This design comes from an exercise in tuning for small area, a short achievable clock period and few clock cycles per item on the open sky130 flow, not from production work. The RTL was checked by simulation tests, not by an equivalence proof against the original design. Power and IR drop assume default switching activity.

Design siab_adc_hv, start of the top module:
module siab_adc_hv (
    input  wire        clk,
    input  wire        rst,
    input  wire        adc_valid,
    input  wire [31:0] adc_word,
    output wire        adc_ready,
    input  wire        cmd_valid,
    input  wire [7:0]  cmd_op,
    input  wire [7:0]  cmd_b1,
    input  wire [7:0]  cmd_b2,
    output wire        cmd_ready,
    output wire        rsp_valid,
    output wire [15:0] rsp_data,
    output reg         hv_en,
    output reg         adc_loop_en,
    output reg         adc_inited,
    output reg  [2:0]  adc_rate_code,
    output reg         hv_safety_en,
    output reg         offset_valid
);
    localparam [7:0] OP_ADC_RATE   = 8'h16;
    localparam [7:0] OP_ADC_INIT   = 8'h17;
    localparam [7:0] OP_ADC_START  = 8'h18;
    localparam [7:0] OP_ADC_STOP   = 8'h19;
    localparam [7:0] OP_ADC_RDAVG  = 8'h1A;
    localparam [7:0] OP_ADC_RECOFF = 8'h1C;
    localparam [7:0] OP_ADC_RDOFF  = 8'h1D;
    localparam [7:0] OP_HV_ON      = 8'h1E;
    localparam [7:0] OP_HV_OFF     = 8'h1F;
    localparam [7:0] OP_HVSAFE_EN  = 8'h20;
    localparam [7:0] OP_HV_STAT    = 8'h21;
    localparam [7:0] OP_HV_SETMAX  = 8'h22;
    localparam [2:0] E_IDLE  = 3'd0;
    localparam [2:0] E_DIV   = 3'd1;   
    localparam [2:0] E_RLOAD = 3'd2;   
    localparam [2:0] E_RSTO  = 3'd3;   
    localparam [1:0] M_AVG = 2'd0;
    localparam [1:0] M_REC = 2'd1;
    reg [31:0] acc_sum [0:15];
    reg [15:0] acc_cnt [0:15];
    reg [23:0] acc_off [0:15];
    reg [15:0] off_hz;              
    reg [15:0] off_ho;              
    reg [15:0] off_ff;              
    reg [15:0] zs;                  
    reg [15:0] le1;                 
    reg [15:0] pend;                
    reg [21:0] hv_max_delta;
    reg [23:0] sy;              
    reg [2:0]  sr;              
    reg [2:0]  scnt;            
    reg        busy;            
    reg        cdiv;            
    reg [7:0]  op_q;
    reg [7:0]  b1_q;
  ...
Size: about 5100 cells after synthesis, roughly 1500 flip-flops, ~87 I/O pins.
Settings: LEC_CHECK=0, CAP_MARGIN=20, CORE_MARGIN=2, CORE_UTILIZATION=40, SETUP_SLACK_MARGIN=3.0, SLEW_MARGIN=20; clock period 8.0 ns.
run.sh (not shown) runs the stock make flow with config.mk's settings and CLKGATE_MAP_FILE= SYNTH_SCRIPT=/design/flow/synth_recipe.tcl, a recipe that flattens the netlist after the stock synthesis.
The first run completed without violations.
Testbench counts at the start, summed over its fixed seeds: cycles 2,486, cmds 2,400.
Next try:
--- a/flow/config.mk
+++ b/flow/config.mk
@@ -10,3 +10,3 @@
 export CORE_UTILIZATION = 40
-export SETUP_SLACK_MARGIN = 3.0
+export SETUP_SLACK_MARGIN = 4.0
 export SLEW_MARGIN = 20
Via count rises by 4.3%.
Clock-buffer cell count rises by 12.
Cell count rises by 2.7%.
Critical path depth rises by 1.
Synthesized area is unchanged.
Final area rises by 6.4%.
Global-route usage rises by 2.2 points.
Clock skew rises by 0.0046 ns.
Hold slack improved by 0.0032 ns.
Combinational power rises by 20%.

Setup of lane 1:
siab_adc_hv, a different RTL version from the one above (not shown whole).
For scale: ~5200 cells after synthesis, ~1500 flip-flops, about 87 I/O pins, roughly 67000 um2 of cells after synthesis.
Settings: LEC_CHECK=0, CAP_MARGIN=20, CORE_MARGIN=2, CORE_UTILIZATION=55, CTS_BUF_LIST=sky130_fd_sc_hd__clkbuf_4 sky130_fd_sc_hd__clkbuf_8, SETUP_SLACK_MARGIN=4.0, SLEW_MARGIN=20, TNS_END_PERCENT=0; clock period 8.0 ns.
No stage failed in lane 1, and the final checks on the layout all came back clean.
Testbench counts of lane 1, summed over its fixed seeds: cycles 2,442, cmds 2,400.
Inputs modified between lane 1 and lane 2:
- a deleted CTS_BUF_LIST that had been sky130_fd_sc_hd__clkbuf_4 sky130_fd_sc_hd__clkbuf_8
- a change of CORE_UTILIZATION from 55 to 40
- a deleted TNS_END_PERCENT that had been 0
Notes after the runs:
- Diff lane 1 -> lane 2 | combinational share of power | increase of 0.3 points
- Relative to lane 1, non-clock buffer count has increased by about 50% in lane 2.
- In lane 2, the post-synthesis to final-layout area growth came out 6.6 points above the value in lane 1.
- Antenna diode count (lane 2 over lane 1): increase, 3
- From lane 1 to lane 2 the numbers moved as follows: floorplan die area has increased; via density per instance has decreased; sequential cell count has remained practically unchanged; clock slew seen by the registers of the worst setup and hold paths has remained practically unchanged.

-- re-timing with driven ports --
No port has a modelled driver above. Below, the same layouts with a new extraction and two added sets of constraints.
Step 1, drivers: a clkbuf_16 drives clk and a buf_2 each remaining input, both assumed.
Step 2 moves the port delays by t, midway between the first and last clock arrival at a register: inputs arrive t later, outputs are due t later. That takes back most of the time a late clock gives input paths.
a / b / c = no drivers / after step 1 / after step 2; a / b = the first two.
| run | shift t [ns] | setup slack, ns | hold WS [ns] |
|---|---|---|---|
| the first run of note 1 | 0.882 | 2.371 / 2.371 / 2.247 | 0.425 / 0.425 / 0.425 |
| the second run of note 1 | 0.899 | 2.422 / 2.422 / 2.422 | 0.428 / 0.428 / 0.428 |
| lane 1 | 1.059 | 3.492 / 3.492 / 2.621 | 0.428 / 0.428 / 0.428 |
| lane 2 | 0.875 | 3.595 / 3.595 / 3.109 | 0.429 / 0.429 / 0.429 |
After both steps every run listed still meets setup and hold. The setup slack of lane 1, which loses most, moves by 0.000 ns with the drivers and by -0.871 ns with both steps.
